Context: an optimization exercise on an open-source flow, tuned for small area. The choices shown serve that exercise and are no tape-out recipe.
Where RTL was checked, it was by simulation tests only, not by an equivalence proof against the original.
The flow treats the clock pin as an ideal source, which a real chip does not have.
Power is estimated from default activity; no workload was simulated.

## a362m
module a362m (
    input  wire        clk,
    input  wire        rst_n,
    input  wire        cmd_valid,
    input  wire [39:0] cmd_word,
    output wire        cmd_ready,
    output reg         done_valid,
    output wire [2:0]  done_status,
    output reg  [15:0] rd,
    output reg  [15:0] fx,
    output reg  [15:0] fy,
    output reg  [15:0] fz,
    output reg  [15:0] ft,
    output reg  [63:0] burst_buf,
    output reg  [3:0]  bufn,
    output reg  [7:0]  want,
    output reg  [7:0]  echo,
    output reg  [2:0]  status,
    output reg  [3:0]  err,
    output wire        busy,
    output wire        cs_open,
    output wire        tx_valid,
    output wire [7:0]  tx_byte,
    input  wire        rx_valid,
    input  wire [7:0]  rx_byte,
    input  wire        bus_fail
);
    localparam [4:0] OP_RD1    = 5'h01, OP_WR1   = 5'h02, OP_RD2    = 5'h03,
                     OP_WR2    = 5'h04, OP_RDB   = 5'h05, OP_DEC    = 5'h08,
                     OP_RDS8   = 5'h09, OP_RDS12 = 5'h0A, OP_RDXYZT = 5'h0B,
                     OP_WRC    = 5'h10, OP_SETB  = 5'h11, OP_SETF   = 5'h12,
  ...
export LEC_CHECK = 0
export CAP_MARGIN = 20
export CORE_MARGIN = 2
export CORE_UTILIZATION = 60
export PLACE_DENSITY = 0.75
export SLEW_MARGIN = 20
export SYNTH_HIERARCHICAL = 1
create_clock -name core_clock -period 7.0 [get_ports {clk}]
standard.sh (not shown) runs the stock make flow with config.mk's settings and CLKGATE_MAP_FILE= SYNTH_SCRIPT=/design/flow/synth_recipe.tcl, a recipe that flattens the netlist after the stock synthesis.
==> flow/flow/run.sh <==
#!/bin/bash
# The standard flow (standard.sh) with these changes:
#  - synthesis: the standard flow's own synthesis script (synth_recipe.tcl), except that
#    ABC maps the logic with an area-oriented script (flow/area.abc, hooked
#    in by flow/abc_override.tcl); the registers are not touched
#  - input and output port buffers: sky130_fd_sc_hd__buf_1
#  - clock tree: clkbuf_4 buffers, no dummy loads
#  - after CTS: non-critical cells downsized (flow/post_cts.tcl)
# Each tool's output is logged by ORFS under orfs/logs; make's is in
# standard.log.
set -euo pipefail
HERE=$PWD
{
  printf 'set ::env(MY_ABC_SCRIPT) {%s}\n' "$HERE/flow/area.abc"
  cat flow/abc_override.tcl
  cat synth_recipe.tcl
} > synth_area.tcl
sed "s#SYNTH_SCRIPT=[^ ]*#SYNTH_SCRIPT=$HERE/synth_area.tcl#" standard.sh > standard_area.sh
grep -q "SYNTH_SCRIPT=$HERE/synth_area.tcl" standard_area.sh
export BUFFER_PORTS_ARGS="-buffer_cell sky130_fd_sc_hd__buf_1"
export CTS_ARGS="-sink_clustering_enable -repair_clock_nets -dont_use_dummy_load -buf_list sky130_fd_sc_hd__clkbuf_4 -sink_clustering_size 10 -sink_clustering_max_diameter 45"
export POST_CTS_TCL="$HERE/flow/post_cts.tcl"
bash standard_area.sh > standard.log 2>&1
==> flow/flow/abc_override.tcl <==
# ABC maps the logic between the registers with flow/area.abc, an
# area-oriented script, in place of ORFS's speed script; every other
# argument of the call is kept.
proc abc {args} {
  set i [lsearch -exact $args -script]
  if {$i >= 0} {
    set args [lreplace $args [expr {$i + 1}] [expr {$i + 1}] $::env(MY_ABC_SCRIPT)]
  }
  yosys abc {*}$args
}
==> flow/flow/area.abc <==
strash
&get -n
&fraig -x
&put
scorr
dc2
strash
dch -f
map -a
&get -n
&st
&syn2
&dch -f
&nf -a -R 1000
&put
==> flow/flow/post_cts.tcl <==
# After CTS: downsize cells off the critical paths, then repair any slew or
# capacitance limits that broke, and legalize the placement again.
estimate_parasitics -placement
repair_timing -recover_power 100 -verbose
repair_design -slew_margin 20 -cap_margin 20 -verbose
detailed_placement
check_placement -verbose
Edit:
--- a/flow/design.v
+++ b/flow/design.v
@@ -39,18 +39,19 @@
                      T_VFY  = 3'b010,    
                      T_TIME = 3'b011,    
                      T_DATA = 3'b100,    
                      T_WR   = 3'b101,    
                      T_RDFP = 3'b110;    
     reg [1:0]  state;
     reg [2:0]  step;
     reg [3:0]  bidx;         
     reg [4:0]  op;
+    reg        al;           
     reg [7:0]  b [0:7];
     wire [39:0] c   = cmd_word;
     wire [4:0]  cop = c[39:35];
     wire z0  = (c[7:0]   == 8'd0);
     wire z1  = (c[15:8]  == 8'd0);
     wire z2  = (c[23:16] == 8'd0);
     wire z3  = (c[31:24] == 8'd0);
     wire z72 = (c[7:2]   == 6'd0);
     wire r3  = (c[34:32] == 3'd0);
@@ -164,19 +165,18 @@
     assign busy        = !cmd_ready;
     assign done_status = status;
     wire [3:0] bidx_inc = bidx + 4'd1;
     wire last = !hdr && ((step == T_DATA && o_rdb) ? (bidx_inc[2:0] == b[7][2:0])
                                                  : (bidx[2:0] == f_lastj));
     wire hmask = bidx[0] & ~flag & (o_rds12 | o_xyzt);
     wire [7:0] rx_eff = {rx_byte[7:4] & {4{~hmask}}, rx_byte[3:0]} &
                         (o_rdf ? b[2] : 8'hFF);
     wire [2:0] wj = {bidx[2:1], bidx[0] | off1};   
-    wire al = b[1][0];
     wire aligning = !al & b[2][0];
     wire thermo_bad = |(b[2][7:1] & ~b[2][6:0]);
     wire val_bad = o_setf & |(b[0] & ~b[2]);
     wire rot0 = o_setf ? (al | b[2][0]) : (!al & !b[2][0]);
     wire need_vfy = o_cfg | ((op == OP_WRC || op == OP_SETB || o_setf) && b[3] == 8'h27);
     wire [7:0] rx_b0 = (rx_eff & ~(b[2] & {8{s2 & ~o_cfg}})) |
                        (b[0] & {8{s2 & ~o_cfg}}) |
                        ((s2 & o_cfg) ? (op[0] ? (flag ? 8'h0C : 8'h04)
                                                : (flag ? 8'h03 : 8'h01)) : 8'h00);
@@ -284,50 +284,51 @@
             S_IDLE: if (cmd_valid) begin
                 op    <= cop;
                 b[0]  <= c_b0;
                 b[1]  <= c_b1;
                 b[2]  <= c[23:16];
                 b[3]  <= c[31:24] | c_addr;
                 b[7][3:0] <= {(cop[4:1] == 4'b1100) ? c[33] : c[34], c[2:0]};
                 step  <= c_step;
                 bidx  <= c_loop ? 4'd0 : 4'd14;
+                al    <= 1'b0;
             end
             S_XFER: begin
                 if (!bus_fail && rx_valid) begin
                     if (!hdr && !wr_frame) begin
                         if (wj == 3'd0) b[0] <= rx_b0;
                         else b[wj] <= rx_eff;
                     end
                     bidx <= bidx_inc;
                 end
             end
             S_LOOP: begin
                 if (!bidx[3]) begin
                     b[2] <= {b[2][0], b[2][7:1]};
                     if (rot0) b[0] <= {b[0][0], b[0][7:1]};
-                    if (aligning) b[1][0] <= 1'b1;
+                    if (aligning) al <= 1'b1;
                     bidx <= bidx_inc;
                 end else begin
                     bidx <= 4'd14;
                 end
             end
             S_GAP: begin
                 bidx <= 4'd14;
                 case (step)
                     T_THR:  step <= T_TIME;
                     T_TIME: step <= T_RDT;
                     T_RDT:  step <= T_WR;
                     T_WR:   step <= T_VFY;
                     T_VFY:  ;
                     default: begin
                         step <= T_RDFP;
                         bidx <= 4'd0;
-                        b[1][0] <= 1'b0;
+                        al   <= 1'b0;
                     end
                 endcase
             end
         endcase
     end
 endmodule
 module a362m_hold #(parameter W = 8) (
     input  wire [W-1:0] s,
     input  wire [W-1:0] q,
Effect: Die area grows slightly. Clock power shrinks by a few percent. Final cell count grows slightly. Combinational power grows by a little under a tenth. Core utilization grows by 0.19 points. Critical path depth shrinks by 2. Area after synthesis grows slightly. Sequential power is about the same. Power barely changes. Register-to-register slack loses 0.75 ns. Hold slack hardly moves. Wire length hardly moves.
For the second run of this note, only the layout was checked, not whether the RTL still works.

[port drivers added, routing unchanged]
No port has a modelled driver above. Below, the same layouts with a new extraction and two added sets of constraints. Step 1: set_driving_cell puts a clkbuf_16 on clk and a buf_2 on each other input, an assumption about the parent block. Step 2, shift: input delay + t, output delay - t, t = (earliest + latest rising clock arrival at the registers) / 2. This alone moves slack from input paths to output paths. a / b / c = no drivers / after step 1 / after step 2; a / b = the first two.
run	t, ns	slack for setup (ns)	latest minus earliest clock arrival (ns)	slew at the worst register clock pin (ns)
the first run	0.641	2.605 / 2.565 / 2.439	0.097 / 0.097	0.10 / 0.10
the second run	0.710	2.442 / 2.401 / 2.582	0.085 / 0.085	0.11 / 0.11
After both steps setup and hold are still met in every run listed. For the first run, which loses most, drivers alone change the setup slack by -0.040 ns; drivers and shift together by -0.166 ns.
